This design comes from an exercise in tuning for small area, a short achievable clock period and few clock cycles on the open sky130 flow, not from production work.
Only simulation tests tie the RTL to the original design; equivalence was not proved.
The flow treats the clock pin as an ideal source, which a real chip does not have.
Power figures rest on the tool's default switching activity, not on a simulated workload.

## flow/design.v

```verilog
module rx_framer (
    input  wire        clk,
    input  wire        rst,             
    input  wire        poll_valid,
    output reg         poll_ready,
    input  wire        poll_has_byte,   
    input  wire [7:0]  poll_byte,
    input  wire [31:0] poll_now,        
    output reg         resp_valid,
    output reg         resp_inact,      
    output reg         resp_frame_ok,   
    output reg         resp_crc_err,    
    output reg         fo_valid,
    output reg  [7:0]  fo_data
);
    localparam [7:0]  HEADER1     = 8'hAA;
    localparam [7:0]  HEADER2     = 8'h55;
    localparam [7:0]  TERMINATOR  = 8'h0D;
    localparam [7:0]  MAX_PAYLOAD = 8'd121;
    localparam [31:0] INACT_MS    = 32'd1500;
    localparam        NCH         = 121;    
    localparam [1:0]  MAXOUT      = 2'd3;   
    wire accept = poll_valid & poll_ready & ~rst;
    reg [31:0] t_last;
    always @(posedge clk)
        if (accept & poll_has_byte)
            t_last <= poll_now;
    wire [20:0] t_hi1  = t_last[31:11] + 21'd1;
    wire [11:0] t_up   = {1'b0, t_last[10:0]} + 12'd1500;
    wire [11:0] t_dn   = {1'b0, t_last[10:0]} - 12'd548;
    wire        c_eq0  = poll_now[31:11] == t_last[31:11];
    wire        c_eq1  = poll_now[31:11] == t_hi1;
    wire        c_ge   = poll_now[10:0] >= t_last[10:0];
    wire        c_up   = t_up[11] || poll_now[10:0] <= t_up[10:0];
    wire        c_dn   = !t_dn[11] && poll_now[10:0] <= t_dn[10:0];
    reg       s0_v, s0_has;
    reg       s0_eq0, s0_eq1, s0_ge, s0_up, s0_dn;
    reg [7:0] s0_b;
    reg       s0_h1, s0_h2, s0_ack, s0_len, s0_term;
    always @(posedge clk) begin
        s0_v    <= accept;
        s0_has  <= poll_has_byte;
        s0_eq0  <= c_eq0;
        s0_eq1  <= c_eq1;
        s0_ge   <= c_ge;
        s0_up   <= c_up;
        s0_dn   <= c_dn;
        s0_b    <= poll_byte;
        s0_h1   <= poll_byte == HEADER1;
        s0_h2   <= poll_byte == HEADER2;
        s0_ack  <= poll_byte[7:1] == 7'd0;
        s0_len  <= poll_byte <= MAX_PAYLOAD;
        s0_term <= poll_byte == TERMINATOR;
    end
    localparam [3:0] F_IDLE = 4'd0, F_SH1 = 4'd1, F_SH2 = 4'd2, F_SLEN = 4'd3,
                     F_PAY  = 4'd4, F_CLO = 4'd5, F_CHI = 4'd6, F_TERM = 4'd7,
                     F_DISC = 4'd8;
    reg [3:0] fst;
    reg [6:0] rem;           
    reg       ack;           
    reg [3:0] rm;            
    reg [2:0] pins;          
    wire [6:0] len = {rm, 3'd0} - {4'd0, pins} + 7'd1;    
    reg       s1_v, s1_inact, s1_cload, s1_cstep, s1_clo, s1_chi, s1_done;
    reg       ch_en;         
    reg [7:0] s1_b;
    wire      near  = (s0_eq0 & s0_ge & s0_up) | (s0_eq1 & ~s0_ge & s0_dn);
    wire      inact = s0_v && (fst != F_IDLE) && !near;
    wire [3:0] fst0 = inact ? F_IDLE : fst;
    reg [3:0] fst_n;
    reg       wr_n, cload_n, cstep_n, clo_n, chi_n, done_n;
    always @(*) begin
        fst_n   = fst0;
        wr_n    = 1'b0;
        cload_n = 1'b0;
        cstep_n = 1'b0;
        clo_n   = 1'b0;
        chi_n   = 1'b0;
        done_n  = 1'b0;
        if (s0_has) begin
            case (fst0)
                F_IDLE: if (s0_h1) fst_n = F_SH1;
                F_SH1:
                    if (s0_h2)      fst_n = F_SH2;
                    else if (s0_h1) fst_n = F_SH1;
                    else            fst_n = F_IDLE;
                F_SH2:
                    if (s0_ack)     fst_n = F_SLEN;
                    else if (s0_h1) fst_n = F_SH1;
                F_SLEN:
                    if (s0_len) begin
                        fst_n = (s0_b[6:0] == 7'd0) ? F_CLO : F_PAY;
                        cload_n = 1'b1;
                    end else if (s0_h1) fst_n = F_SH1;
                    else fst_n = F_IDLE;
                F_PAY: begin
                    if (rem == 7'd1) fst_n = F_CLO;
                    cstep_n = 1'b1; wr_n = 1'b1;
                end
                F_CLO: begin fst_n = F_CHI; clo_n = 1'b1; end
                F_CHI: begin fst_n = F_TERM; chi_n = 1'b1; end
                F_TERM:
                    if (s0_term) begin fst_n = F_IDLE; done_n = 1'b1; end
                    else fst_n = F_DISC;
                default:  
                    if (s0_h1) fst_n = F_SH1;
            endcase
        end
    end
    wire [6:0] lm1 = s0_b[6:0] - 7'd1;
    wire rem_load = s0_v && s0_has && fst0 == F_SLEN;
    wire rem_dec  = s0_v && s0_has && fst0 == F_PAY;
    always @(posedge clk) begin
        if (rst) begin
            fst  <= F_IDLE;
            s1_v <= 1'b0;
        end else begin
            s1_v <= s0_v;
            if (s0_v) begin
                fst <= fst_n;
                if (s0_has && fst0 == F_SH2) ack <= s0_b[0];
                if (s0_has && fst0 == F_SLEN) begin
                    rm   <= lm1[6:3] + {3'd0, lm1[2:0] != 3'd0};
                    pins <= 3'd0 - lm1[2:0];
                end
            end
        end
        s1_inact <= inact;
        s1_cload <= s0_v & cload_n;
        s1_cstep <= s0_v & cstep_n;
        s1_clo   <= s0_v & clo_n;
        s1_chi   <= s0_v & chi_n;
        s1_done  <= s0_v & done_n;
        s1_b     <= s0_b;
    end
    localparam [15:0] CRC_A0 = 16'hB06E, CRC_A1 = 16'h70AF;
    reg [15:0] crc;
    reg        crc_ok;
    reg [15:0] crc_step;
    integer k;
    always @(*) begin
        crc_step = (s1_cload ? (ack ? CRC_A1 : CRC_A0) : crc) ^ {8'h00, s1_b};
        for (k = 0; k < 8; k = k + 1)
            crc_step = crc_step[0] ? ((crc_step >> 1) ^ 16'hA001) : (crc_step >> 1);
    end
    always @(posedge clk) begin
        if (s1_cload | s1_cstep)
            crc <= crc_step;
        if (s1_clo)
            crc_ok <= (s1_b == crc[7:0]);
        if (s1_chi)
            crc_ok <= crc_ok & (s1_b == crc[15:8]);
    end
    reg [6:0] ph;                      
    wire oshift = ph[3];               
    reg [8*NCH-1:0] chain;
    integer i;
    always @(posedge clk)
        if (ch_en) begin
            chain[7:0] <= s1_b;
            for (i = 1; i < NCH; i = i + 1)
                chain[8*i +: 8] <= (i < 8 && i <= pins) ? s1_b : chain[8*(i-1) +: 8];
        end
    wire r_v     = s1_v;
    wire r_inact = s1_inact;
    wire r_ok    = s1_done & crc_ok;
    wire r_err   = s1_done & ~crc_ok;
    reg [1:0] q_inact, q_ok, q_err;    
    reg [1:0] q_n;
    reg       busy;
    reg       pend_inact;
    reg [1:0] nout;                    
    wire q_ne = (q_n != 2'd0);
    wire src_v     = q_ne | r_v;
    wire src_inact = q_ne ? q_inact[0] : r_inact;
    wire src_ok    = q_ne ? q_ok[0]    : r_ok;
    wire src_err   = q_ne ? q_err[0]   : r_err;
    wire take  = ~busy & src_v;        
    wire pop   = take & q_ne;
    wire push  = r_v & (busy | q_ne);
    wire start = take & src_ok;
    wire [15:0] rsel = 16'd1 << rm;
    reg [7:0] ch_rd;
    integer g;
    always @(*) begin
        ch_rd = 8'h00;
        for (g = 0; g < 16; g = g + 1)
            ch_rd = ch_rd | (chain[64*g +: 8] & {8{rsel[g]}});
    end
    wire resp_n = busy ? ph[6] : (take & ~src_ok);
    reg [6:0] ph_n;
    always @(*) begin
        if (~busy)
            ph_n = start ? 7'b0000001 : 7'b0000000;
        else if (ph[3])
            ph_n = (rem == 7'd1) ? 7'b0010000 : 7'b0001000;
        else if (ph[2] && len == 7'd0)
            ph_n = 7'b0010000;
        else
            ph_n = {ph[5:0], 1'b0};
    end
    always @(posedge clk) begin
        if (start)
            rem <= len;
        else if (oshift)
            rem <= rem - 7'd1;
        else if (rem_load)
            rem <= s0_b[6:0];
        else if (rem_dec)
            rem <= rem - 7'd1;
    end
    always @(posedge clk) begin
        if (rst) begin
            q_n        <= 2'd0;
            busy       <= 1'b0;
            ph         <= 7'd0;
            ch_en      <= 1'b0;
            resp_valid <= 1'b0;
            fo_valid   <= 1'b0;
            nout       <= 2'd0;
            poll_ready <= 1'b1;
        end else begin
            if (pop) begin
                q_inact <= {1'b0, q_inact[1]};
                q_ok    <= {1'b0, q_ok[1]};
                q_err   <= {1'b0, q_err[1]};
            end
            if (push) begin
                if (q_n - {1'b0, pop} == 2'd0) begin
                    q_inact[0] <= r_inact; q_ok[0] <= r_ok; q_err[0] <= r_err;
                end else begin
                    q_inact[1] <= r_inact; q_ok[1] <= r_ok; q_err[1] <= r_err;
                end
            end
            q_n <= q_n + {1'b0, push} - {1'b0, pop};
            resp_valid <= resp_n;
            fo_valid   <= busy | start;
            ph         <= ph_n;
            ch_en      <= (s0_v & wr_n) | ph_n[3];
            if (busy) begin
                if (ph[6]) busy <= 1'b0;
            end else if (start) begin
                busy       <= 1'b1;
                pend_inact <= src_inact;
            end
            nout       <= nout + {1'b0, s0_v} - {1'b0, resp_n};
            poll_ready <= ({1'b0, nout} + {2'b0, s0_v} - {2'b0, resp_n} + {2'b0, poll_ready})
                          < {1'b0, MAXOUT};
        end
    end
    always @(posedge clk) begin
        if (busy) begin
            resp_inact    <= pend_inact;
            resp_frame_ok <= 1'b1;
            resp_crc_err  <= 1'b0;
        end else begin
            resp_inact    <= src_inact;
            resp_frame_ok <= 1'b0;
            resp_crc_err  <= src_err;
        end
        case (1'b1)
            ~busy:  fo_data <= HEADER1;
            ph[0]:  fo_data <= HEADER2;
            ph[1]:  fo_data <= {7'd0, ack};
            ph[2]:  fo_data <= {1'b0, len};
            ph[3]:  fo_data <= ch_rd;
            ph[4]:  fo_data <= crc[7:0];
            ph[5]:  fo_data <= crc[15:8];
            default: fo_data <= TERMINATOR;
        endcase
    end
endmodule
```

## flow/flow/run.sh

```bash
#!/bin/bash
# The standard layout (standard synthesis, floorplan, placement, CTS,
# routing) with two changes: timing repair is asked for a setup margin of
# MARGIN ns at the design's own clock, and the port buffers that placement
# inserts on every input and output are buf_2 cells.
set -uo pipefail
MARGIN=${MARGIN:-6.7}
bash standard.sh SETUP_SLACK_MARGIN=$MARGIN \
    "BUFFER_PORTS_ARGS=-buffer_cell sky130_fd_sc_hd__buf_2" \
    finish > standard_flow.log 2>&1
```

## flow/standard.sh

```bash
#!/bin/bash
# synth_recipe.tcl (not shown) runs the flow's synth.tcl, then flattens the netlist and writes it again
# the make line also repeats each setting of config.mk as NAME=value (left out here)
make -C /OpenROAD-flow-scripts/flow DESIGN_CONFIG=/design/flow/config.mk WORK_HOME=/design/flow/orfs CLKGATE_MAP_FILE= SYNTH_SCRIPT=/design/flow/synth_recipe.tcl "${@:-finish}"
```

## flow/config.mk

```make
export PLATFORM = sky130hd
export DESIGN_NAME = rx_framer
export DESIGN_NICKNAME = rx_framer
export VERILOG_FILES = /design/flow/design.v
export SDC_FILE = /design/flow/constraint.sdc
export NUM_CORES = 4
export LEC_CHECK = 0
export CAP_MARGIN = 20
export CORE_MARGIN = 2
export CORE_UTILIZATION = 50
export CTS_CLUSTER_DIAMETER = 150
export CTS_CLUSTER_SIZE = 25
export SETUP_SLACK_MARGIN = 5
export SLEW_MARGIN = 20
```

## flow/constraint.sdc

```tcl
create_clock -name core_clock -period 10.0 [get_ports {clk}]
set_input_delay 2.0000 -clock core_clock [delete_from_list [all_inputs] [get_ports {clk}]]
set_output_delay 2.0000 -clock core_clock [all_outputs]
set_load 0.01 [all_outputs]
```

==> results of run 1 <==
[cell usage after synthesis, types with 4 or more instances]
master	instances	share of area
edfxtp_1	1039	0.81
a211oi_1	9	0.0018
mux2_2	69	0.020
nor3_1	29	0.0038
nor3b_1	4	0.00078
nand3_1	19	0.0025
o22ai_1	6	0.00098
nor2_1	57	0.0056
a31oi_1	17	0.0028
clkbuf_1	44	0.0043
and3_1	7	0.0011
inv_1	46	0.0045
xnor2_1	65	0.015
nand2b_1	8	0.0013
mux4_2	6	0.0035
nand3b_1	5	0.00098
a22oi_1	13	0.0025
buf_1	5	0.00049
or2_2	4	0.00065
a221o_1	5	0.0013
o21ai_0	46	0.0060
nor4_1	13	0.0021
nor2b_1	18	0.0029
nand4b_1	4	0.00091
and2_1	12	0.0020
ha_1	38	0.012
nand4_1	13	0.0021
o31ai_1	4	0.00078
o211ai_1	10	0.0020
a21oi_1	39	0.0051
nand2_1	70	0.0069
o221ai_1	5	0.0011
mux2i_1	17	0.0044
xor2_1	41	0.0094
o311ai_0	4	0.00091
a221oi_1	9	0.0021
dfxtp_1	66	0.034
[worst max-delay path by stage]
stage | end | slack, ps | startpoint | cells past startpoint
floorplan | chain[0]$_DFFE_PP_ | 2650 | ch_en$_SDFF_PP0_ | 0
global placement | t_last[3]$_DFFE_PP_ | 6160 | rst | 4
detailed placement | t_last[2]$_DFFE_PP_ | 6070 | rst | 4
CTS | t_last[6]$_DFFE_PP_ | 6750 | rst | 4
global route | fo_data[5] | 6750 | fo_data[5]$_SDFF_PN1_ | 1
finish | fo_data[5] | 6810 | fo_data[5]$_SDFF_PN1_ | 1
[flip-flops by register name, indices dropped and copies added, names as in the netlist, 2 cells and up]
signal	flops
q_err	2
t_last	32
s1_b	8
pins	3
chain	968
rem	7
s0_b	8
q_ok	2
fst	4
q_inact	2
nout	2
crc	16
fo_data	8
q_n	2
ph	7
rm	4
[through the flow]
step / setup slack [ps] / power, uW
CTS: 6754 / 7818
global route: 6752 / 8010
floorplan: 2652 / 5441
global placement: 6165 / 5543
detailed placement: 6074 / 5560
finish: 6814 / 7716
[worst reg2reg max path, cell delays in order (launching register included)]
cell,delay [ps]
dfxtp_4,650
buf_4,780
buf_12,520
buf_16,570
[area by class of cell]
class,instances,area [um2]
fillers,5865,34660
flip-flops and latches,1105,32530
clock buffers,70,1326
clock inverters,4,53.80
repair buffers,75,498.0
diodes,1,2.502
well taps,1030,1289
inverters,48,180.2
multi-input cells,727,5414
[placed cells by master (no fill, tap or decap), types with 6 or more instances in the layout]
master,n
a211oi_1,9
ha_1,38
edfxtp_1,1039
o21ai_0,46
buf_2,57
clkbuf_1,20
mux4_2,6
nand2_1,70
clkbuf_16,50
xor2_1,40
xnor2_1,65
nor2b_1,18
a221oi_1,9
mux2i_1,17
o22ai_1,6
o211ai_1,10
nand4_1,13
and3_1,7
buf_4,13
dfxtp_1,64
nor4_1,13
inv_1,46
and2_1,11
a31oi_1,17
a21oi_1,39
nor2_1,57
nand2b_1,8
mux2_2,69
a22oi_1,13
nand3_1,19
nor3_1,29
[cells by family (layout without fill, tap and decap cells)]
logic type	count (synthesis)	after routing	synth area share
other	0	1	0
and+or+nand+nor	280	280	0.03776
muxes	92	92	0.02825
adders and majority gates	40	40	0.01346
AOI/OAI and AO/OA	209	209	0.03720
buffers and inverters	101	197	0.01009
xor gates and xnor gates	106	106	0.02424
DFF	1105	1105	0.8490
[per-layer routing]
metal / wire length [um] / vias up / global-route usage
met1: 30780 / 8417 / 0.2533
met2: 28180 / 331 / 0.2339
li1: - / 7624 / -
met3: 2809 / 84 / 0.02536
met5: 20 / - / 0
met4: 1398 / 4 / 0.04319
[report_power, final]
part	switching (uW)	internal [uW]	total [uW]
clock network	1320	938	2260
logic	190	152	342
registers	58.5	5050	5110
total	1570	6140	7720
[repair_timing]
action	CTS	global route
pin swaps	0	0
gates resized for setup	1	1
endpoints found under the hold margin	0	0
endpoints found under the setup margin	1	32
==> qor.csv, run 1 <==
metric,value,unit
Required @ worst endpoint,8000,ps
HPWL after detailed placement,38280,um
largest net degree at the start of global routing,230,
fin crit share,0.3186,
Post-route DRC,0,
post-synthesis sequential area ratio,0.8490,
flop2flop setup slack,7000,ps
Leak Pwr,0.01111,uW
ys async rst share,0,
share of layout cells above drive strength 1,0.1104,
Clock Path Buffers,3,
htree depth,2,
Post-DP Area,39850,um2
r2r startpoint,ch_en$_SDFF_PP0_,
Hold WS,335.8,ps
Max VDD drop,136.8,uV
Slew headroom,0.2480,
Die H,280.8,um
"EDFF count, synth",1039,
WP data arrival,1190,ps
final core occ,0.5436,
Setup TNS,0,ps
startpoint types,flip-flop,
global placement routability congestion,0.8654,
Fmax achieved,0.3139,GHz
crit-path max FO,1,
row count,101,
global-route wire length before repair,96050,um
First DRT Iteration DRCs,1610,
Max-Cap Viols,0,
via count,16460,
CP Class,reg -> out,
Crit. End Element,primary output,
number of global-route vias before repair,15710,
slew at the pin closest to its max-slew limit,1128,ps
area of the mapped netlist,38310,um2
Max Slew Vio Count,0,
crit path time final,3186,ps
I/O pins,58,
Mean Syn Cell Area,19.82,um2
Final Non-Filler Cells,3060,
gr ovfl total,0,
Layout Nets,2091,
CP bufs+invs,1,
Die Wd,280.8,um
HP Start,s0_b[7]$_DFF_P_,
hold depth,0,
Synth Warn #,1,
setup violators final,0,
post-CTS setup buffers,0,
DP Cell Count,2983,
Starting Density,0.5044,
status,finished clean,
slowest cell on the critical path,dfxtp_2,
Worst path top cell family by delay,flip-flops,
area grow syn2layout,7.790,%
"Top FF cell, synth",edfxtp_1,
Final ANT Viol Nets,0,
synth unique cells,77,
CTS tree,yes,
Core ar.,75950,um2
Setup Skew,38.68,ps
RSZ-0062 raised after global routing,no,
Hold EP,s1_b[7]$_DFF_P_,
Post-Synthesis Cells,1933,
Mapped Nets,2017,
Final Hold Vio Count,0,
Total GRT Usage,0.1607,
drt wl/cell,20.65,um
Min-Delay Path Class,reg -> reg,
"critical path, cell by cell",buf_2,
DIE AREA,78840,um2
Root Buffer,clkbuf_16,
max incr delay on CP,390,ps
Via-to-Cell Ratio,5.379,
Yosys reg bits,1105,
I/O Buffers,57,
initial antenna violation count,4,
CTS clock-pin slew for the worst setup and hold paths,100,ps
Reg2Reg Depth,3,
post-route cell area,41290,um2
DR pass1 iterations,5,
RR Endpoint,chain[185]$_DFFE_PP_,
Detailed Route WL,63190,um
CTS Hold Bufs,0,
clock network latency to the later pin of the worst-skew pair,650,ps
Sink Count,1105,
TritonCTS buffer count,50,
pwr dens,186.9,nW/um2
Testbench counts, summed over its fixed seeds: cycles 13,352.
==> run 2, diff against run 1 <==
--- a/flow/flow/run.sh
+++ b/flow/flow/run.sh
@@ -6,3 +6,3 @@
 set -uo pipefail
-MARGIN=${MARGIN:-6.7}
+MARGIN=${MARGIN:-7.3}
 bash standard.sh SETUP_SLACK_MARGIN=$MARGIN \
==> qor.csv, run 2 <==
metric,value,unit
"Top FF cell, synth",edfxtp_1,
Final Non-Filler Cells,3073,
most frequent cells in the layout,"1,039 x edfxtp_1, 70 x nand2_1, 69 x mux2_2, 62 x xnor2_1, 56 x nor2_1",
synth unique cells,77,
Worst path top cell family by delay,flip-flops,
pwr dens,186.2,nW/um2
Layout Nets,2096,
"EDFF count, synth",1039,
fin crit share,0.3129,
Final Hold Vio Count,0,
largest net degree at the start of global routing,195,
Yosys top cell area share,0.8145,
most instantiated cells after synthesis,"1,039 x edfxtp_1, 70 x nand2_1, 69 x mux2_2, 66 x dfxtp_1, 65 x xnor2_1",
Detailed Route WL,63690,um
clock network latency to the later pin of the worst-skew pair,630,ps
crit-path max FO,1,
row count,101,
Final ANT Viol Nets,0,
Seq. cell area,32550,um2
setup violators final,0,
P_int,6186,uW
max FFs per register,968,
Largest regs,"chain x968, t_last x32, crc x16",
number of global-route vias before repair,15920,
pre-CTS setup slack,6294,ps
DP Cell Count,2984,
slowest cell on the critical path,dfxtp_4,
gr ovfl total,0,
I/O pins,58,
hold depth,0,
Post-route DRC,0,
Setup Skew,34.17,ps
Switching Fraction,0.2026,
Post-Synthesis Cells,1933,
Fmax achieved,0.3196,GHz
Max-Cap Viols,0,
I/O Buffers,57,
Core ar.,75950,um2
Max Slew Vio Count,0,
Hold WS,334.0,ps
status,finished clean,
final worst slack,6871,ps
TritonCTS buffer count,50,
"critical path, cell by cell",buf_6,
Reg power frac,0.660,
DIE AREA,78840,um2
area of the mapped netlist,38310,um2
CP Class,reg -> out,
top post-synthesis cells by area,"edfxtp_1 81%, dfxtp_1 3.4%, mux2_2 2.0%",
Leak Pwr,0.01121,uW
Max VDD drop,163.0,uV
startpoint types,flip-flop,
final core occ,0.5487,
WP data arrival,1130,ps
Die H,280.8,um
Total GRT Usage,0.1639,
clock share of power,0.291,
Clock Path Buffers,3,
Sink Count,1105,
RSZ-0062 raised after global routing,yes,
max incr delay on CP,380,ps
area grow syn2layout,8.787,%
DR pass1 iterations,5,
CTS clock-pin slew for the worst setup and hold paths,110,ps
slew at the pin closest to its max-slew limit,949.5,ps
fillers,5816,
multi-input logic area,5633,um2
Die Wd,280.8,um
Reg2Reg Depth,6,
Slew headroom,0.3670,
CP bufs+invs,1,
Setup TNS,0,ps
Required @ worst endpoint,8000,ps
"commonest non-fill, non-tap cell in the layout",edfxtp_1,
share of layout cells above drive strength 1,0.1298,
global-route wire length before repair,97770,um
leading area contributor after synthesis,edfxtp_1,
initial antenna violation count,2,
First DRT Iteration DRCs,1779,
Gate power share,0.049,
global placement routability congestion,0.8580,
Crit. End Element,primary output,
drt wl/cell,20.73,um
HPWL after detailed placement,39610,um
CTS tree,yes,
crit path time final,3129,ps
Largest Register,chain,
post-synthesis sequential area ratio,0.8490,
Starting Density,0.5044,
Min-Delay Path Class,reg -> reg,
Sw Pwr,1572,uW
Synth Warn #,1,
most common cell in the netlist,edfxtp_1,
via count,16660,
htree depth,2,
Mean Syn Cell Area,19.82,um2
ys async rst share,0,
CP Depth,1,
Via-to-Cell Ratio,5.422,
Mapped Nets,2017,
Yosys reg bits,1105,
Root Buffer,clkbuf_16,
==> run 2: path summary, 6_finish.rpt <==
check	from	slack [ps]	to
setup / recovery	fo_data[5]$_SDFF_PN1_	6870	fo_data[5]
hold / removal	s0_b[7]$_DFF_P_	330	s1_b[7]$_DFF_P_
setup reg to reg	rm[0]$_DFFE_PP_	7410	fo_data[4]$_SDFF_PN0_
hold reg to reg	s0_b[7]$_DFF_P_	330	s1_b[7]$_DFF_P_
==> run 2: metal layers <==
metal	vias to the layer above	track usage	part of all wire
met5	-	0	0.00022
met4	2	0.04223	0.022
met3	82	0.02211	0.040
met2	369	0.2387	0.44
met1	8567	0.2618	0.49
li1	7643	-	-
==> run 2: cells by family after synthesis <==
logic type                 share of synthesized area
xor gates and xnor gates                     0.02424
AOI/OAI and AO/OA                            0.03720
muxes                                        0.02825
buffers and inverters                        0.01009
and+or+nand+nor                              0.03776
adders and majority gates                    0.01346
DFF                                           0.8490
==> run 2: cell type report <==
type	instances	share of cell area
clock buffer	79	0.03264
timing repair buffer	79	0.01480
clock inverter	2	0.0008707
tap	1030	0.03093
inverter	48	0.004414
antenna	2	0.0001201
sequential	1105	0.7811
multi-input combinational	728	0.1352
==> run 2: stage by stage <==
stage / total power, uW / area [um2]
6_report: 7758 / 41670
5_1_grt: 8055 / 41670
4_1_cts: 7843 / 41490
3_5_place_dp: 5568 / 39940
3_3_place_gp: 5552 / 39940
2_1_floorplan: 5447 / 38420
==> run 2: repair_timing <==
item | CTS | global route
resized for setup | 28 | 32
endpoints found under the setup margin | 566 | 465
pin swaps | 1 | 5
gates cloned | 1 | 0
buffers inserted | 3 | 2
endpoints found under the hold margin | 0 | 0
hold buffers | 0 | 0
==> run 2: power by group through the flow <==
| stage | clock network, uW | logic [uW] | registers (uW) |
|---|---|---|---|
| 3_3_place_gp | 0 | 336 | 5220 |
| 6_report | 2260 | 379 | 5120 |
| 3_5_place_dp | 0 | 350 | 5220 |
| 4_1_cts | 2360 | 365 | 5120 |
| 5_1_grt | 2500 | 424 | 5130 |
| 2_1_floorplan | 0 | 254 | 5190 |
==> run 3, diff against run 2 <==
--- a/flow/flow/run.sh
+++ b/flow/flow/run.sh
@@ -6,3 +6,3 @@
 set -uo pipefail
-MARGIN=${MARGIN:-7.3}
+MARGIN=${MARGIN:-7.0}
 bash standard.sh SETUP_SLACK_MARGIN=$MARGIN \
==> qor.csv, run 3 <==
metric,value,unit
Mapped Nets,2017,
fin crit share,0.3161,
Min-Delay Path Class,reg -> reg,
Fmax achieved,0.3163,GHz
Core ar.,75950,um2
leading area contributor after synthesis,edfxtp_1,
Die H,280.8,um
via count,16530,
Clock Path Buffers,3,
CTS clock-pin slew for the worst setup and hold paths,100,ps
max FFs per register,968,
global placement routability congestion,0.8235,
global-route wire length before repair,96280,um
DR pass1 iterations,5,
CP Class,reg -> out,
P_int,6178,uW
Crit. End Element,primary output,
HPWL after detailed placement,39650,um
Leak Pwr,0.01119,uW
status,finished clean,
max incr delay on CP,410,ps
Gate power share,0.047,
largest net degree at the start of global routing,206,
Setup TNS,0,ps
top post-synthesis cells by area,"edfxtp_1 81%, dfxtp_1 3.4%, mux2_2 2.0%",
post-synthesis sequential area ratio,0.8490,
synth unique cells,77,
"critical path, cell by cell",buf_6,
First DRT Iteration DRCs,1567,
Final Hold Vio Count,0,
startpoint types,flip-flop,
Via-to-Cell Ratio,5.388,
RSZ-0062 raised after global routing,yes,
Detailed Route WL,64080,um
Total GRT Usage,0.1617,
Setup Skew,36.02,ps
Die Wd,280.8,um
I/O pins,58,
Final Non-Filler Cells,3068,
most instantiated cells after synthesis,"1,039 x edfxtp_1, 70 x nand2_1, 69 x mux2_2, 66 x dfxtp_1, 65 x xnor2_1",
Largest Register,chain,
DIE AREA,78840,um2
Starting Density,0.5044,
Post-route DRC,0,
Mean Syn Cell Area,19.82,um2
most frequent cells in the layout,"1,039 x edfxtp_1, 70 x nand2_1, 69 x mux2_2, 65 x xnor2_1, 57 x nor2_1",
drt wl/cell,20.89,um
Final ANT Viol Nets,0,
pwr dens,187.0,nW/um2
setup violators final,0,
CTS Hold Bufs,0,
TritonCTS buffer count,50,
"commonest non-fill, non-tap cell in the layout",edfxtp_1,
ys async rst share,0,
CP bufs+invs,1,
Slew headroom,0.3538,
gr ovfl total,0,
area grow syn2layout,8.395,%
Layout Nets,2097,
Yosys reg bits,1105,
Switching Fraction,0.2043,
CTS tree,yes,
WP data arrival,1160,ps
Max VDD drop,135.8,uV
Root Buffer,clkbuf_16,
Post-Synthesis Cells,1933,
"EDFF count, synth",1039,
Sink Count,1105,
crit path time final,3161,ps
Yosys top cell area share,0.8145,
initial antenna violation count,5,
Max-Cap Viols,0,
area of the mapped netlist,38310,um2
Largest regs,"chain x968, t_last x32, crc x16",
Required @ worst endpoint,8000,ps
Max Slew Vio Count,0,
slew at the pin closest to its max-slew limit,969.3,ps
Worst path top cell family by delay,flip-flops,
number of global-route vias before repair,15800,
I/O Buffers,57,
crit-path max FO,1,
share of layout cells above drive strength 1,0.1229,
Sw Pwr,1586,uW
slowest cell on the critical path,dfxtp_4,
most common cell in the netlist,edfxtp_1,
DP Cell Count,2985,
"Top FF cell, synth",edfxtp_1,
Synth Warn #,1,
clock network latency to the later pin of the worst-skew pair,640,ps
row count,101,
htree depth,2,
clock share of power,0.294,
Reg power frac,0.659,
[run 3: power groups by stage]
stage	combinational (uW)	sequential, uW	clock (uW)
after floorplan	253	5190	0
after global placement	335	5210	0
after detailed placement	351	5220	0
after CTS	360	5110	2380
after global routing	409	5130	2520
final	361	5120	2290
[run 3: through the flow]
stage	cell area [um2]	utilization	worst slack [ps]	power (uW)	hold slack, ps
final	41520	0.5467	6839	7764	340.9
after global routing	41510	0.5466	6808	8057	357.4
after CTS	41400	0.5451	6808	7849	340.3
after detailed placement	39920	0.5256	6279	5567	317.1
after global placement	39910	0.5255	6244	5549	312.8
after floorplan	38400	-	2652	5446	309.6
[run 3: final cells by class]
class,count,area (um2)
Antenna cell,4,10.01
Clock buffer,70,1348
Clock inverter,3,48.80
Fill cell,5861,34430
Inverter,48,183.9
Multi-Input combinational cell,727,5495
Sequential cell,1105,32540
Tap cell,1030,1289
Timing Repair Buffer,81,606.8
[run 3: path summary, 6_finish.rpt]
path	start	endpoint	slack, ps	cells after the start
setup reg to reg	rm[2]$_DFFE_PP_	fo_data[3]$_SDFF_PN1_	7170	8
hold / removal	s0_b[7]$_DFF_P_	s1_b[7]$_DFF_P_	340	0
setup / recovery	fo_data[5]$_SDFF_PN1_	fo_data[5]	6840	1
hold reg to reg	s0_b[7]$_DFF_P_	s1_b[7]$_DFF_P_	340	0
[run 3: kinds of logic (layout without fill, tap and decap cells)]
group                    Yosys count  in the layout  synth area share
AO/OA/AOI/OAI                    209            209           0.03720
XOR/XNOR                         106            106           0.02424
adder cells (fa/ha/maj)           40             40           0.01346
buffers and inverters            101            202           0.01009
flip-flops                      1105           1105            0.8490
multiplexers                      92             92           0.02825
other                              0              4                 0
AND/OR/NAND/NOR                  280            280           0.03776
[run 3: what timing repair did]
item,in CTS,in global routing
gates resized for setup,22,15
setup buffers,0,5
gates cloned,0,1
setup endpoints to repair,553,246
endpoints found under the hold margin,0,0
pin swaps,4,1
[run 3: per-layer routing]
metal  up-vias  global-route usage  wire length (um)
li1       7639                   -                 -
met1      8449              0.2526             30700
met2       353              0.2397             28940
met3        86             0.02427              3067
met4         4             0.04223              1356
met5         -                   0                27
==> run 4, diff against run 3 <==
--- a/flow/config.mk
+++ b/flow/config.mk
@@ -9,5 +9,6 @@
 export CORE_MARGIN = 2
-export CORE_UTILIZATION = 50
+export CORE_UTILIZATION = 65
 export CTS_CLUSTER_DIAMETER = 150
 export CTS_CLUSTER_SIZE = 25
+export PLACE_DENSITY = 0.75
 export SETUP_SLACK_MARGIN = 5
==> qor.csv, run 4 <==
metric,value,unit
post-CTS setup buffers,0,
worst setup path start,fo_data[5]$_SDFF_PN1_,
Setup TNS,0,ps
Max Slew Vio Count,0,
gr ovfl total,0,
pwr dens,187.3,nW/um2
top post-synthesis cells by area,"edfxtp_1 81%, dfxtp_1 3.4%, mux2_2 2.0%",
GR Util met2,0.3154,
largest net degree at the start of global routing,212,
"critical path, cell by cell",buf_6,
"EDFF count, synth",1039,
crit path time final,3151,ps
Switching Fraction,0.2005,
Reg2Reg Depth,8,
CTS tree,yes,
Final ANT Viol Nets,0,
P_int,6149,uW
Gate power share,0.046,
clock network latency to the later pin of the worst-skew pair,620,ps
Max-Cap Viols,0,
number of global-route vias before repair,16080,
Leak Pwr,0.01112,uW
post-synthesis sequential area ratio,0.8490,
Mapped Nets,2017,
global-route wire length before repair,95850,um
most instantiated cells after synthesis,"1,039 x edfxtp_1, 70 x nand2_1, 69 x mux2_2, 66 x dfxtp_1, 65 x xnor2_1",
CP bufs+invs,1,
crit path to,fo_data[5],
slowest cell on the critical path,dfxtp_4,
Worst path top cell family by delay,flip-flops,
met1 Use GR,0.3319,
HPWL after detailed placement,38790,um
CTS Hold Bufs,0,
slew at the pin closest to its max-slew limit,1081,ps
Die Wd,246.8,um
leading area contributor after synthesis,edfxtp_1,
Max VDD drop,181.5,uV
most frequent cells in the layout,"1,039 x edfxtp_1, 70 x nand2_1, 69 x mux2_2, 65 x xnor2_1, 59 x dfxtp_1",
Synth Warn #,1,
area grow syn2layout,7.183,%
global placement routability congestion,0.8503,
TritonCTS buffer count,50,
Min-Delay Path Class,reg -> reg,
Required @ worst endpoint,8000,ps
I/O Buffers,57,
Yosys top cell area share,0.8145,
fin crit share,0.3151,
Core ar.,58030,um2
I/O pins,58,
row count,88,
flop2flop setup slack,7050,ps
htree depth,2,
Layout Nets,2088,
Setup Skew,31.42,ps
startpoint types,flip-flop,
Largest Register,chain,
Die H,246.8,um
initial antenna violation count,6,
Total GRT Usage,0.2117,
setup violators final,0,
Sw Pwr,1542,uW
GR peak layer,met1,
most common cell in the netlist,edfxtp_1,
WP data arrival,1150,ps
"commonest non-fill, non-tap cell in the layout",edfxtp_1,
Reg power frac,0.665,
Via-to-Cell Ratio,5.940,
Post-Synthesis Cells,1933,
"Top FF cell, synth",edfxtp_1,
Final Hold Vio Count,0,
Post-route DRC,0,
area of the mapped netlist,38310,um2
Mean Syn Cell Area,19.82,um2
clock share of power,0.289,
synth unique cells,77,
DR pass1 iterations,5,
ys async rst share,0,
met3 Track Usage GR,0.03082,
RR Endpoint,fo_data[7]$_SDFF_PN1_,
share of layout cells above drive strength 1,0.1157,
CP Class,reg -> out,
r2r startpoint,rm[3]$_DFFE_PP_,
Crit. End Element,primary output,
crit-path max FO,1,
Fmax achieved,0.3174,GHz
max FFs per register,968,
DIE AREA,60890,um2
Yosys reg bits,1105,
Sink Count,1105,
via count,16570,
power consumption,7691,uW
First DRT Iteration DRCs,1897,
drt wl/cell,22.60,um
CP Depth,1,
status,finished clean,
Detailed Route WL,63040,um
Starting Density,0.6601,
Largest regs,"chain x968, t_last x32, crc x16",
RSZ-0062 raised after global routing,yes,
Slew headroom,0.2589,
CTS clock-pin slew for the worst setup and hold paths,110,ps
Clock Path Buffers,3,
max incr delay on CP,410,ps
Root Buffer,clkbuf_16,
-- run 4: cell counts after synthesis --
Identical to the previous run, type by type.
-- run 4: worst min path at each step --
stage               depth (start not counted)         endpoint       startpoint  slack, ps
floorplan                                   0  s1_b[7]$_DFF_P_  s0_b[7]$_DFF_P_        310
detailed placement                          0  s1_b[7]$_DFF_P_  s0_b[7]$_DFF_P_        310
global placement                            0  s1_b[7]$_DFF_P_  s0_b[7]$_DFF_P_        320
finish                                      0  s1_b[7]$_DFF_P_  s0_b[7]$_DFF_P_        340
CTS                                         0  s1_b[7]$_DFF_P_  s0_b[7]$_DFF_P_        340
global route                                0  s1_b[7]$_DFF_P_  s0_b[7]$_DFF_P_        340
-- run 4: timing repair --
item	in CTS	in global routing
pin swaps	4	0
endpoints found under the setup margin	16	676
resized for setup	10	10
cloned	0	1
-- run 4: cell families after synthesis --
logic type / count (synthesis) / share of synthesized area
multiplexers: 92 / 0.02825
adder cells (fa/ha/maj): 40 / 0.01346
AND/OR/NAND/NOR: 280 / 0.03776
AO/OA/AOI/OAI: 209 / 0.03720
flip-flops: 1105 / 0.8490
buffers and inverters: 101 / 0.01009
XOR/XNOR: 106 / 0.02424
-- run 4: worst register-to-register path, delay by kind of cell, from the launching register on --
family | cells | cell delay, ps
compound gates | 3 | 430
simple gates | 3 | 1170
buf+inv | 2 | 910
flops | 1 | 330
-- run 4: per-layer routing --
layer	share of wire	wire (um)
met1	0.45	28620
met2	0.46	28980
met3	0.060	3774
met4	0.026	1652
met5	0.00021	13
-- run 4: through the flow --
step / std cells / utilization / hold slack, ps / area, um2 / setup slack [ps]
floorplan: 1933 / - / 309.6 / 38400 / 2652
global placement: 2716 / 0.6821 / 315.3 / 39580 / 6327
detailed placement: 2716 / 0.6821 / 312.1 / 39580 / 6290
CTS: 2786 / 0.7061 / 335.8 / 40970 / 6830
global route: 2788 / 0.7075 / 339.6 / 41050 / 6826
finish: 2790 / 0.7076 / 336.3 / 41060 / 6849
-- run 4: layout make-up --
class / count / area (um2)
multi-input combinational: 727 / 5490
sequential: 1105 / 32540
inverter: 48 / 183.9
antenna: 3 / 7.507
fill: 3443 / 16970
clock buffer: 68 / 1319
tap: 765 / 957.2
clock inverter: 2 / 36.28
timing repair buffer: 72 / 528.0
-- run 4: power by group through the flow --
stage	clock network [uW]	logic (uW)	registers [uW]
floorplan	0	253	5190
global placement	0	327	5210
detailed placement	0	343	5210
CTS	2280	350	5110
global route	2430	397	5120
finish	2230	352	5110
==> run 5, diff against run 4 <==
--- a/flow/design.v
+++ b/flow/design.v
@@ -30,4 +30,4 @@
     wire [11:0] t_dn   = {1'b0, t_last[10:0]} - 12'd548;
-    wire        c_eq0  = poll_now[31:11] == t_last[31:11];
-    wire        c_eq1  = poll_now[31:11] == t_hi1;
+    wire [1:0]  c_eq0  = {poll_now[31:22] == t_last[31:22], poll_now[21:11] == t_last[21:11]};
+    wire [1:0]  c_eq1  = {poll_now[31:22] == t_hi1[20:11],  poll_now[21:11] == t_hi1[10:0]};
     wire        c_ge   = poll_now[10:0] >= t_last[10:0];
@@ -36,3 +36,4 @@
     reg       s0_v, s0_has;
-    reg       s0_eq0, s0_eq1, s0_ge, s0_up, s0_dn;
+    reg [1:0] s0_eq0, s0_eq1;
+    reg       s0_ge, s0_up, s0_dn;
     reg [7:0] s0_b;
@@ -66,3 +67,3 @@
     reg [7:0] s1_b;
-    wire      near  = (s0_eq0 & s0_ge & s0_up) | (s0_eq1 & ~s0_ge & s0_dn);
+    wire      near  = (&s0_eq0 & s0_ge & s0_up) | (&s0_eq1 & ~s0_ge & s0_dn);
     wire      inact = s0_v && (fst != F_IDLE) && !near;
--- a/flow/flow/run.sh
+++ b/flow/flow/run.sh
@@ -6,3 +6,3 @@
 set -uo pipefail
-MARGIN=${MARGIN:-7.0}
+MARGIN=${MARGIN:-7.3}
 bash standard.sh SETUP_SLACK_MARGIN=$MARGIN \
==> qor.csv, run 5 <==
metric,value,unit
Max-Cap Viols,0,
Detailed Route WL,62560,um
synth unique cells,76,
row count,89,
area grow syn2layout,7.686,%
multi-input logic area,5583,um2
First DRT Iteration DRCs,1639,
Post-Synthesis Cells,1936,
"critical path, cell by cell",buf_6,
htree depth,2,
startpoint types,flip-flop,
Root Buffer,clkbuf_16,
initial antenna violation count,0,
via count,16500,
crit path time final,3136,ps
fin crit share,0.3136,
slew at the pin closest to its max-slew limit,984.5,ps
CTS Hold Bufs,0,
Die Wd,246.9,um
Final Hold Vio Count,0,
area of the mapped netlist,38340,um2
Yosys top cell area share,0.8139,
Required @ worst endpoint,8000,ps
max incr delay on CP,380,ps
Setup Skew,31.99,ps
Largest Register,chain,
Total GRT Usage,0.2071,
clock network latency to the later pin of the worst-skew pair,640,ps
"EDFF count, synth",1039,
largest net degree at the start of global routing,201,
"Top FF cell, synth",edfxtp_1,
flop2flop setup slack,7420,ps
leading area contributor after synthesis,edfxtp_1,
"commonest non-fill, non-tap cell in the layout",edfxtp_1,
Min-Delay Path Class,reg -> reg,
Seq. cell area,32580,um2
max FFs per register,968,
I/O Buffers,57,
Post-route DRC,0,
Fmax achieved,0.3189,GHz
Core ar.,58690,um2
Layout Nets,2096,
fillers,3471,
drt wl/cell,22.29,um
Clock Path Buffers,3,
pwr dens,187.1,nW/um2
share of layout cells above drive strength 1,0.1265,
Worst path top cell family by delay,flip-flops,
Slew headroom,0.3437,
Final ANT Viol Nets,0,
Sink Count,1107,
Yosys reg bits,1107,
Crit. End Element,primary output,
DR pass1 iterations,5,
post-route cell area,41280,um2
Largest regs,"chain x968, t_last x32, crc x16",
Die H,246.9,um
most common cell in the netlist,edfxtp_1,
DIE AREA,60940,um2
ys async rst share,0,
most instantiated cells after synthesis,"1,039 x edfxtp_1, 71 x mux2_2, 68 x dfxtp_1, 68 x nor2_1, 65 x xnor2_1",
setup violators final,0,
HPWL after detailed placement,37620,um
number of global-route vias before repair,15880,
Max VDD drop,190.9,uV
CP Class,reg -> out,
CP bufs+invs,1,
top post-synthesis cells by area,"edfxtp_1 81%, dfxtp_1 3.6%, mux2_2 2.1%",
RSZ-0062 raised after global routing,yes,
Leak Pwr,0.01305,uW
Post-DP Area,39630,um2
I/O pins,58,
Via-to-Cell Ratio,5.879,
slowest cell on the critical path,dfxtp_4,
global placement routability congestion,0.8468,
most frequent cells in the layout,"1,039 x edfxtp_1, 71 x mux2_2, 67 x nor2_1, 63 x xnor2_1, 60 x nand2_1",
status,finished clean,
Max Slew Vio Count,0,
gr ovfl total,0,
Starting Density,0.6532,
CTS clock-pin slew for the worst setup and hold paths,100,ps
post-synthesis sequential area ratio,0.8494,
Synth Warn #,1,
global-route wire length before repair,93900,um
TritonCTS buffer count,50,
power consumption,7726,uW
crit-path max FO,1,
Hold WS,345.5,ps
Mapped Nets,2020,
Setup TNS,0,ps
CTS tree,yes,
WP data arrival,1140,ps
Mean Syn Cell Area,19.80,um2
==> run 5: cell families after synthesis <==
group,share of synthesized area
compound gates,0.03492
buf+inv,0.009954
xor+xnor,0.02546
flops,0.8494
mux,0.02745
fa+ha+maj,0.01371
simple gates,0.03913
==> run 5: layout make-up <==
cell class / count / share of cell area
Clock buffer: 68 / 0.03195
Inverter: 45 / 0.004183
Sequential cell: 1107 / 0.7893
Tap cell: 773 / 0.02343
Clock inverter: 4 / 0.001303
Timing Repair Buffer: 73 / 0.01455
Antenna cell: 1 / 0.00006062
Multi-Input combinational cell: 735 / 0.1352
==> run 5: per-stage QoR <==
| stage | util | cells | setup WS (ps) |
|---|---|---|---|
| final | 0.7035 | 2806 | 6864 |
| after global placement | 0.6752 | 2728 | 6448 |
| after CTS | 0.7012 | 2805 | 6826 |
| after detailed placement | 0.6752 | 2728 | 6389 |
| after global routing | 0.7034 | 2805 | 6839 |
| after floorplan | - | 1936 | 2652 |
==> run 5: path summary, 6_finish.rpt <==
kind | startpoint | to | cells past startpoint
min reg2reg | s0_b[7]$_DFF_P_ | s1_b[7]$_DFF_P_ | 0
max reg2reg | pins[1]$_DFFE_PP_ | ch_en$_SDFF_PP0_ | 9
min | s0_b[7]$_DFF_P_ | s1_b[7]$_DFF_P_ | 0
max | fo_data[3]$_SDFF_PN1_ | fo_data[3] | 1
==> run 5: repair_timing <==
item | in CTS | in global routing
setup endpoints to repair | 592 | 379
gates resized for setup | 24 | 32
gates cloned | 3 | 0
pin swaps | 1 | 7
buffers inserted | 2 | 0
==> run 5: power breakdown <==
group          total [uW]  leakage (uW)  switching [uW]  internal [uW]
Sequential           5120       0.00991            58.9           5060
Combinational         360       0.00248             188            172
Clock                2240      0.000663            1310            936
==> run 5: routing by layer <==
metal  up-vias  part of all wire  track usage
met1      8308              0.44       0.3124
met2       469              0.48       0.3244
met5         -                 0            0
met3       103             0.048      0.02333
met4         0             0.030      0.06697
li1       7616                 -            -
Testbench counts of run 5, summed over its fixed seeds: cycles 13,352.
==> run 6, diff against run 5 <==
--- a/flow/flow/run.sh
+++ b/flow/flow/run.sh
@@ -6,3 +6,3 @@
 set -uo pipefail
-MARGIN=${MARGIN:-7.3}
+MARGIN=${MARGIN:-7.0}
 bash standard.sh SETUP_SLACK_MARGIN=$MARGIN \
==> qor.csv, run 6 <==
metric,value,unit
TritonCTS buffer count,50,
Fmax achieved,0.3190,GHz
Setup TNS,0,ps
Hold EP,s1_b[7]$_DFF_P_,
Slew headroom,0.3148,
Min-Delay Path Class,reg -> reg,
number of global-route vias before repair,15970,
fillers,3502,
Post-Synthesis Cells,1936,
Detailed Route WL,61990,um
Leak Pwr,0.01304,uW
Mapped Nets,2020,
r2r startpoint,rm[2]$_DFFE_PP_,
via count,16540,
WP data arrival,1130,ps
global placement routability congestion,0.8445,
Via-to-Cell Ratio,5.870,
Final Hold Vio Count,0,
power consumption,7767,uW
Die H,246.9,um
max FFs per register,968,
row count,89,
Final ANT Viol Nets,0,
Largest Register,chain,
Max-Cap Viols,0,
setup violators final,0,
flop2flop setup slack,7220,ps
Post-route DRC,0,
Clock Path Buffers,3,
Core ar.,58690,um2
most frequent cells in the layout,"1,039 x edfxtp_1, 71 x mux2_2, 68 x nor2_1, 65 x xnor2_1, 60 x nand2_1",
Worst path top cell family by delay,flip-flops,
most instantiated cells after synthesis,"1,039 x edfxtp_1, 71 x mux2_2, 68 x dfxtp_1, 68 x nor2_1, 65 x xnor2_1",
crit-path max FO,1,
Yosys top cell area share,0.8139,
crit path time final,3135,ps
Total GRT Usage,0.2065,
Root Buffer,clkbuf_16,
htree depth,2,
initial antenna violation count,0,
largest net degree at the start of global routing,190,
Starting Density,0.6532,
max incr delay on CP,380,ps
status,finished clean,
synth unique cells,76,
Reg2Reg Depth,8,
"commonest non-fill, non-tap cell in the layout",edfxtp_1,
n_diodes,0,
HPWL after detailed placement,37960,um
DIE AREA,60940,um2
share of layout cells above drive strength 1,0.1194,
CTS tree,yes,
global-route wire length before repair,94190,um
Layout Nets,2097,
drt wl/cell,22.01,um
Mean Syn Cell Area,19.80,um2
"EDFF count, synth",1039,
Largest regs,"chain x968, t_last x32, crc x16",
RR Endpoint,fo_data[3]$_SDFF_PN1_,
I/O Buffers,57,
hold depth,0,
Crit. End Element,primary output,
Required @ worst endpoint,8000,ps
Setup Skew,35.08,ps
leading area contributor after synthesis,edfxtp_1,
DR pass1 iterations,5,
First DRT Iteration DRCs,1566,
Max VDD drop,226.7,uV
HP Start,s0_b[7]$_DFF_P_,
Sink Count,1107,
pwr dens,188.6,nW/um2
CP Class,reg -> out,
"Top FF cell, synth",edfxtp_1,
area of the mapped netlist,38340,um2
CTS clock-pin slew for the worst setup and hold paths,100,ps
top post-synthesis cells by area,"edfxtp_1 81%, dfxtp_1 3.6%, mux2_2 2.1%",
clock network latency to the later pin of the worst-skew pair,640,ps
area grow syn2layout,7.419,%
Yosys reg bits,1107,
Max Slew Vio Count,0,
slew at the pin closest to its max-slew limit,1028,ps
CP bufs+invs,1,
gr ovfl total,0,
post-synthesis sequential area ratio,0.8494,
startpoint types,flip-flop,
I/O pins,58,
slowest cell on the critical path,dfxtp_4,
fin crit share,0.3135,
"critical path, cell by cell",buf_6,
Synth Warn #,1,
RSZ-0062 raised after global routing,yes,
Die Wd,246.9,um
ys async rst share,0,
most common cell in the netlist,edfxtp_1,
run 6: worst max path at each step:
stage | cells after the start | to | from | slack [ps]
final | 1 | fo_data[0] | fo_data[0]$_SDFF_PN0_ | 6870
after global placement | 4 | t_last[5]$_DFFE_PP_ | rst | 6460
after CTS | 1 | fo_data[0] | fo_data[0]$_SDFF_PN0_ | 6830
after detailed placement | 4 | t_last[4]$_DFFE_PP_ | rst | 6400
after global routing | 1 | fo_data[0] | fo_data[0]$_SDFF_PN0_ | 6830
after floorplan | 0 | chain[0]$_DFFE_PP_ | ch_en$_SDFF_PP0_ | 2650
run 6: layer usage:
metal	wire length, um	vias to the layer above	GRT usage
met3	3076	81	0.02952
li1	-	7614	-
met2	29270	415	0.3187
met1	28420	8427	0.3180
met4	1225	0	0.05156
met5	0	-	0
run 6: timing repair:
action | in CTS | in global routing
setup buffers | 1 | 1
endpoints found under the setup margin | 242 | 333
hold buffers | 0 | 0
resized for setup | 16 | 11
pin swaps | 0 | 0
run 6: layout make-up:
cell class                      instances  area (um2)  share of cell area
Inverter                               45       172.7            0.004193
Clock buffer                           80        1385             0.03364
Sequential cell                      1107       32580              0.7911
Tap cell                              773       967.2             0.02349
Multi-Input combinational cell        733        5480              0.1331
Clock inverter                          3       48.80            0.001185
Timing Repair Buffer                   76       546.8             0.01328
run 6: stage by stage:
| step | worst slack, ps | utilization | cells | area (um2) | hold WS [ps] |
|---|---|---|---|---|---|
| final | 6865 | 0.7017 | 2817 | 41180 | 342.1 |
| after global routing | 6830 | 0.7017 | 2817 | 41180 | 349.5 |
| after CTS | 6834 | 0.7005 | 2816 | 41110 | 345.2 |
| after detailed placement | 6398 | 0.6749 | 2732 | 39610 | 322.0 |
| after global placement | 6461 | 0.6749 | 2732 | 39610 | 315.9 |
| after floorplan | 2652 | - | 1936 | 38420 | 309.6 |
run 6: kinds of logic (layout without fill, tap and decap cells):
family / after synthesis / after routing / share of synthesized area
flops: 1107 / 1107 / 0.8494
mux: 91 / 91 / 0.02745
xor+xnor: 108 / 108 / 0.02546
simple gates: 294 / 294 / 0.03913
compound gates: 199 / 199 / 0.03492
buf+inv: 96 / 204 / 0.009954
fa+ha+maj: 41 / 41 / 0.01371
run 6: report_power, final:
part	leakage, uW	internal, uW	switching, uW	total (uW)
Clock	0.000687	969	1320	2290
Sequential	0.00991	5060	58.0	5120
Combinational	0.00245	168	186	354
==> run 7, diff against run 6 <==
==> flow/flow/run.sh (replaced) <==
#!/bin/bash
# The standard layout (standard synthesis, floorplan, placement, CTS,
# routing) with three changes:
#  - timing repair is asked for a setup margin of MARGIN ns at the design's
#    own clock;
#  - the port buffers that placement inserts on every input and output are
#    buf_2 cells;
#  - before CTS, each register driving an output port's buffer is moved next
#    to that buffer (flow/move_outs.tcl, run as ORFS's PRE_CTS_TCL hook).
set -uo pipefail
MARGIN=${MARGIN:-7.0}
bash standard.sh SETUP_SLACK_MARGIN=$MARGIN \
    "BUFFER_PORTS_ARGS=-buffer_cell sky130_fd_sc_hd__buf_2" \
    "PRE_CTS_TCL=$PWD/flow/move_outs.tcl" \
    finish > standard_flow.log 2>&1
==> flow/flow/move_outs.tcl (new file) <==
# Sourced by ORFS's cts.tcl (PRE_CTS_TCL) right after it loads the placed
# design: each register that drives an output port's buffer is moved next to
# that buffer, and the placement is legalized again.
set block [ord::get_db_block]
set moved 0
foreach bt [$block getBTerms] {
  if {[$bt getIoType] != "OUTPUT"} { continue }
  set net [$bt getNet]
  if {$net == "NULL"} { continue }
  set drv ""
  foreach it [$net getITerms] { if {[$it isOutputSignal]} { set drv $it } }
  if {$drv == ""} { continue }
  set buf [$drv getInst]
  set in ""
  foreach it [$buf getITerms] { if {[$it isInputSignal]} { set in $it } }
  if {$in == ""} { continue }
  set n2 [$in getNet]
  set src ""
  foreach it [$n2 getITerms] { if {[$it isOutputSignal]} { set src $it } }
  if {$src == ""} { continue }
  set ff [$src getInst]
  if {![string match "*__df*" [[$ff getMaster] getName]]} { continue }
  set loc [$buf getLocation]
  $ff setLocation [lindex $loc 0] [lindex $loc 1]
  $ff setPlacementStatus PLACED
  incr moved
}
puts "move_outs: moved $moved output registers next to their port buffers"
detailed_placement
check_placement -verbose
--- a/flow/config.mk
+++ b/flow/config.mk
@@ -9,6 +9,5 @@
 export CORE_MARGIN = 2
-export CORE_UTILIZATION = 65
+export CORE_UTILIZATION = 50
 export CTS_CLUSTER_DIAMETER = 150
 export CTS_CLUSTER_SIZE = 25
-export PLACE_DENSITY = 0.75
 export SETUP_SLACK_MARGIN = 5
==> qor.csv, run 7 <==
metric,value,unit
Post-route DRC,0,
"critical path, cell by cell",buf_6,
Crit. End Element,primary output,
DR pass1 iterations,5,
max incr delay on CP,350,ps
synth unique cells,76,
most instantiated cells after synthesis,"1,039 x edfxtp_1, 71 x mux2_2, 68 x dfxtp_1, 68 x nor2_1, 65 x xnor2_1",
startpoint types,flip-flop,
Largest Register,chain,
Reg power frac,0.661,
Leak Pwr,0.01306,uW
Switching Fraction,0.2010,
Gate power share,0.049,
Required @ worst endpoint,8000,ps
Max VDD drop,164.6,uV
share of layout cells above drive strength 1,0.1242,
Die Wd,280.9,um
crit-path max FO,2,
"Top FF cell, synth",edfxtp_1,
First DRT Iteration DRCs,1743,
max FFs per register,968,
CTS clock-pin slew for the worst setup and hold paths,100,ps
area of the mapped netlist,38340,um2
Core ar.,75950,um2
global placement routability congestion,0.8344,
row count,101,
"commonest non-fill, non-tap cell in the layout",edfxtp_1,
fillers,5791,
Post-Synthesis Cells,1936,
CP bufs+invs,1,
slew at the pin closest to its max-slew limit,1174,ps
I/O pins,58,
Die H,280.9,um
pwr dens,186.5,nW/um2
Sw Pwr,1558,uW
area grow syn2layout,8.417,%
Synth Warn #,1,
leading area contributor after synthesis,edfxtp_1,
Mapped Nets,2020,
initial antenna violation count,7,
Max-Cap Viols,0,
Layout Nets,2101,
most common cell in the netlist,edfxtp_1,
"EDFF count, synth",1039,
CTS tree,yes,
global-route wire length before repair,97060,um
post-synthesis sequential area ratio,0.8494,
slowest cell on the critical path,dfxtp_2,
TritonCTS buffer count,50,
crit path time final,3094,ps
via count,16560,
clock share of power,0.291,
Total GRT Usage,0.1634,
status,finished clean,
Starting Density,0.5048,
CTS Hold Bufs,0,
clock network latency to the later pin of the worst-skew pair,630,ps
fin crit share,0.3094,
CP Class,reg -> out,
Setup TNS,0,ps
WP data arrival,1090,ps
ys async rst share,0,
final core occ,0.5472,
Yosys reg bits,1107,
DP Cell Count,2985,
drt wl/cell,20.95,um
top post-synthesis cells by area,"edfxtp_1 81%, dfxtp_1 3.6%, mux2_2 2.1%",
Max Slew Vio Count,0,
Sink Count,1107,
HPWL after detailed placement,40420,um
Worst path top cell family by delay,flip-flops,
Final Hold Vio Count,0,
RSZ-0062 raised after global routing,yes,
Min-Delay Path Class,reg -> reg,
DIE AREA,78900,um2
gr ovfl total,0,
number of global-route vias before repair,15910,
most frequent cells in the layout,"1,039 x edfxtp_1, 71 x mux2_2, 68 x nor2_1, 65 x xnor2_1, 60 x nand2_1",
Yosys top cell area share,0.8139,
Final Non-Filler Cells,3070,
Setup Skew,27.29,ps
I/O Buffers,57,
P_int,6193,uW
setup violators final,0,
Mean Syn Cell Area,19.80,um2
Final ANT Viol Nets,0,
Via-to-Cell Ratio,5.394,
largest net degree at the start of global routing,205,
Fmax achieved,0.3232,GHz
Slew headroom,0.2176,
Largest regs,"chain x968, t_last x32, crc x16",
Detailed Route WL,64330,um
==> run 7: cell counts after synthesis <==
No cell type changed its count.
==> run 7: layout make-up <==
type / count / area (um2) / share of cell area
tap: 1030 / 1289 / 0.03101
inverter: 45 / 172.7 / 0.004154
sequential: 1107 / 32580 / 0.7839
multi-input combinational: 733 / 5482 / 0.1319
timing repair buffer: 80 / 638.1 / 0.01535
clock inverter: 3 / 48.80 / 0.001174
clock buffer: 69 / 1344 / 0.03233
antenna: 3 / 7.507 / 0.0001806
==> run 7: kinds of logic after synthesis <==
logic type / count (synthesis) / synth area share
DFF: 1107 / 0.8494
xor gates and xnor gates: 108 / 0.02546
buffers and inverters: 96 / 0.009954
muxes: 91 / 0.02745
and+or+nand+nor: 294 / 0.03913
adders and majority gates: 41 / 0.01371
AOI/OAI and AO/OA: 199 / 0.03492
==> run 7: repair_timing <==
action	CTS	global route
setup endpoints to repair	468	223
endpoints found under the hold margin	0	0
resized for setup	13	19
gates cloned	0	1
buffers inserted	2	7
==> run 7: stage by stage <==
stage          total power (uW)  cell area, um2  setup WS, ps  hold slack (ps)
4_1_cts                    7814           41400          6874            336.9
2_1_floorplan              5453           38420          2652            309.6
3_3_place_gp               5556           39930          6402            311.4
3_5_place_dp               5573           39930          6356            312.1
6_report                   7751           41560          6906            337.8
5_1_grt                    8027           41560          6869            358.9
==> run 7: per-layer routing <==
metal | vias up | GRT usage | part of all wire
met1 | 8453 | 0.2565 | 0.48
met5 | - | 0 | 0.00064
met2 | 386 | 0.2416 | 0.45
met3 | 87 | 0.02369 | 0.051
met4 | 6 | 0.04251 | 0.022
li1 | 7629 | - | -
==> run 7: power by group through the flow <==
stage	combinational, uW	sequential, uW	clock, uW
2_1_floorplan	249	5200	0
3_3_place_gp	327	5230	0
3_5_place_dp	344	5230	0
4_1_cts	368	5120	2330
5_1_grt	423	5130	2470
6_report	376	5120	2250
==> run 7: path summary, 6_finish.rpt <==
path / from / to / slack (ps) / depth (start not counted)
worst max register to register: rm[0]$_DFFE_PP_ / fo_data[3]$_SDFF_PN1_ / 7180 / 8
worst min-delay path: s0_b[7]$_DFF_P_ / s1_b[7]$_DFF_P_ / 340 / 0
worst min register to register: s0_b[7]$_DFF_P_ / s1_b[7]$_DFF_P_ / 340 / 0
worst max-delay path: poll_ready$_SDFF_PP1_ / poll_ready / 6910 / 1
==> run 8, diff against run 7 <==
--- a/flow/config.mk
+++ b/flow/config.mk
@@ -9,5 +9,6 @@
 export CORE_MARGIN = 2
-export CORE_UTILIZATION = 50
+export CORE_UTILIZATION = 60
 export CTS_CLUSTER_DIAMETER = 150
 export CTS_CLUSTER_SIZE = 25
+export PLACE_DENSITY = 0.7
 export SETUP_SLACK_MARGIN = 5
==> qor.csv, run 8 <==
metric,value,unit
status,finished clean,
startpoint types,flip-flop,
crit path time final,3088,ps
most common cell in the netlist,edfxtp_1,
setup violators final,0,
"Top FF cell, synth",edfxtp_1,
Via-to-Cell Ratio,5.710,
Total GRT Usage,0.1886,
most frequent cells in the layout,"1,039 x edfxtp_1, 71 x mux2_2, 68 x nor2_1, 65 x xnor2_1, 60 x nand2_1",
fin crit share,0.3088,
hold depth,0,
Max VDD drop,145.2,uV
DIE AREA,65930,um2
Layout Nets,2098,
Detailed Route WL,61860,um
Seq. cell area,32580,um2
area of the mapped netlist,38340,um2
power consumption,7709,uW
global-route wire length before repair,93740,um
HP Start,s0_b[7]$_DFF_P_,
gr ovfl total,0,
synth unique cells,76,
Min-Delay Path Class,reg -> reg,
Yosys top cell area share,0.8139,
Final ANT Viol Nets,0,
RSZ-0062 raised after global routing,yes,
row count,92,
share of layout cells above drive strength 1,0.1194,
"critical path, cell by cell",buf_6,
CTS clock-pin slew for the worst setup and hold paths,100,ps
n_diodes,0,
Max Slew Vio Count,0,
CP Class,reg -> out,
Sink Count,1107,
slowest cell on the critical path,dfxtp_2,
pwr dens,186.8,nW/um2
Hold EP,s1_b[7]$_DFF_P_,
Max-Cap Viols,0,
Mapped Nets,2020,
Reg2Reg Depth,8,
post-route cell area,41260,um2
ys async rst share,0,
Slew headroom,0.2633,
drt wl/cell,21.41,um
Starting Density,0.6077,
"commonest non-fill, non-tap cell in the layout",edfxtp_1,
Required @ worst endpoint,8000,ps
Setup Skew,17.45,ps
Die Wd,256.8,um
crit-path max FO,2,
Setup TNS,0,ps
TritonCTS buffer count,50,
Post-DP Area,39690,um2
Post-route DRC,0,
Post-Synthesis Cells,1936,
HPWL after detailed placement,40090,um
I/O Buffers,57,
largest net degree at the start of global routing,223,
most instantiated cells after synthesis,"1,039 x edfxtp_1, 71 x mux2_2, 68 x dfxtp_1, 68 x nor2_1, 65 x xnor2_1",
leading area contributor after synthesis,edfxtp_1,
max incr delay on CP,360,ps
slew at the pin closest to its max-slew limit,1105,ps
Final Hold Vio Count,0,
fillers,4238,
Worst path top cell family by delay,flip-flops,
Fmax achieved,0.3238,GHz
max FFs per register,968,
multi-input logic area,5466,um2
WP data arrival,1090,ps
I/O pins,58,
CP Depth,1,
Crit. End Element,primary output,
via count,16500,
post-synthesis sequential area ratio,0.8494,
Largest regs,"chain x968, t_last x32, crc x16",
DR pass1 iterations,7,
Die H,256.8,um
clock network latency to the later pin of the worst-skew pair,630,ps
Mean Syn Cell Area,19.80,um2
CP bufs+invs,1,
initial antenna violation count,3,
RR Endpoint,fo_data[4]$_SDFF_PN0_,
"EDFF count, synth",1039,
area grow syn2layout,7.628,%
First DRT Iteration DRCs,1820,
Leak Pwr,0.01302,uW
CTS tree,yes,
flop2flop setup slack,7160,ps
Yosys reg bits,1107,
r2r startpoint,rm[0]$_DFFE_PP_,
Core ar.,63080,um2
Hold WS,347.9,ps
Largest Register,chain,
top post-synthesis cells by area,"edfxtp_1 81%, dfxtp_1 3.6%, mux2_2 2.1%",
Synth Warn #,1,
number of global-route vias before repair,15790,
global placement routability congestion,0.8677,
[run 8: cell counts after synthesis]
Identical to the previous run, type by type.
[run 8: cells by family after synthesis]
family                   Yosys count  synth area share
adder cells (fa/ha/maj)           41           0.01371
multiplexers                      91           0.02745
AND/OR/NAND/NOR                  294           0.03913
XOR/XNOR                         108           0.02546
flip-flops                      1107            0.8494
AO/OA/AOI/OAI                    199           0.03492
buffers and inverters             96          0.009954
[run 8: layout make-up]
cell class / instances / share of cell area
Sequential cell: 1107 / 0.7897
Multi-Input combinational cell: 733 / 0.1325
Clock buffer: 79 / 0.03296
Tap cell: 846 / 0.02566
Timing Repair Buffer: 77 / 0.01416
Inverter: 45 / 0.004185
Clock inverter: 2 / 0.0008794
[run 8: through the flow]
step                worst slack (ps)  std cells  utilization
floorplan                       2652       1936            -
global placement                6473       2803       0.6291
CTS                             6873       2886       0.6527
finish                          6912       2889       0.6541
detailed placement              6412       2803       0.6291
global route                    6865       2889       0.6541
[run 8: worst max-delay path by stage]
| stage | endpoint | slack (ps) | start |
|---|---|---|---|
| finish | poll_ready | 6910 | poll_ready$_SDFF_PP1_ |
| global route | poll_ready | 6870 | poll_ready$_SDFF_PP1_ |
| CTS | poll_ready | 6870 | poll_ready$_SDFF_PP1_ |
| detailed placement | t_last[14]$_DFFE_PP_ | 6410 | rst |
| global placement | t_last[16]$_DFFE_PP_ | 6470 | rst |
| floorplan | chain[0]$_DFFE_PP_ | 2650 | ch_en$_SDFF_PP0_ |
[run 8: per-layer routing]
layer	share of wire	up-vias	global-route usage
li1	-	7621	-
met4	0.029	0	0.05814
met3	0.048	88	0.02936
met1	0.47	8385	0.2921
met2	0.45	402	0.2811
met5	0	-	0
[run 8: repair_timing]
item,4_1_cts,5_1_grt
hold buffers,0,0
resized for setup,22,12
endpoints found under the setup margin,754,550
pin swaps,0,0
buffers inserted,2,3
[run 8: report_power, final]
part,switching [uW],total (uW),internal [uW]
sequential,59.4,5120,5060
combinational,197,374,177
clock,1270,2210,947

==> static timing again, ports no longer ideal <==
The flow's constraints put no driver on any port. The routed layouts listed below were extracted and timed again, unchanged, in two steps.
Step 1, drivers: a clkbuf_16 drives clk and a buf_2 each remaining input, both assumed.
Step 2 adds t to the input delays and takes it off the output delays; t is the mean of the earliest and latest rising clock arrival at the registers after step 1. Input paths then give back, and output paths get back, about the clock's delay inside the block.
Slacks: no drivers / after step 1 / after step 2; pairs: no drivers / after step 1.
run	shift t [ns]	setup WS [ns]	worst setup path after step 2	worst register clock-pin slew, ns	pins driven straight from the clock port
run 1	0.686	6.814 / 6.753 / 6.283	input to register	0.11 / 0.11	1
run 2	0.674	6.871 / 6.805 / 6.280	input to register	0.11 / 0.11	1
run 3	0.683	6.839 / 6.779 / 6.359	input to register	0.11 / 0.11	1
run 4	0.671	6.849 / 6.786 / 6.323	input to register	0.11 / 0.11	1
run 5	0.682	6.864 / 6.806 / 6.680	input to register	0.11 / 0.11	1
run 6	0.692	6.865 / 6.801 / 6.493	input to register	0.10 / 0.10	1
run 7	0.683	6.906 / 6.841 / 6.478	input to register	0.10 / 0.10	1
run 8	0.682	6.912 / 6.850 / 6.569	input to register	0.10 / 0.10	1
After both steps every run listed still meets setup and hold. The setup slack of run 2, which loses most, moves by -0.066 ns with the drivers and by -0.591 ns with both steps.
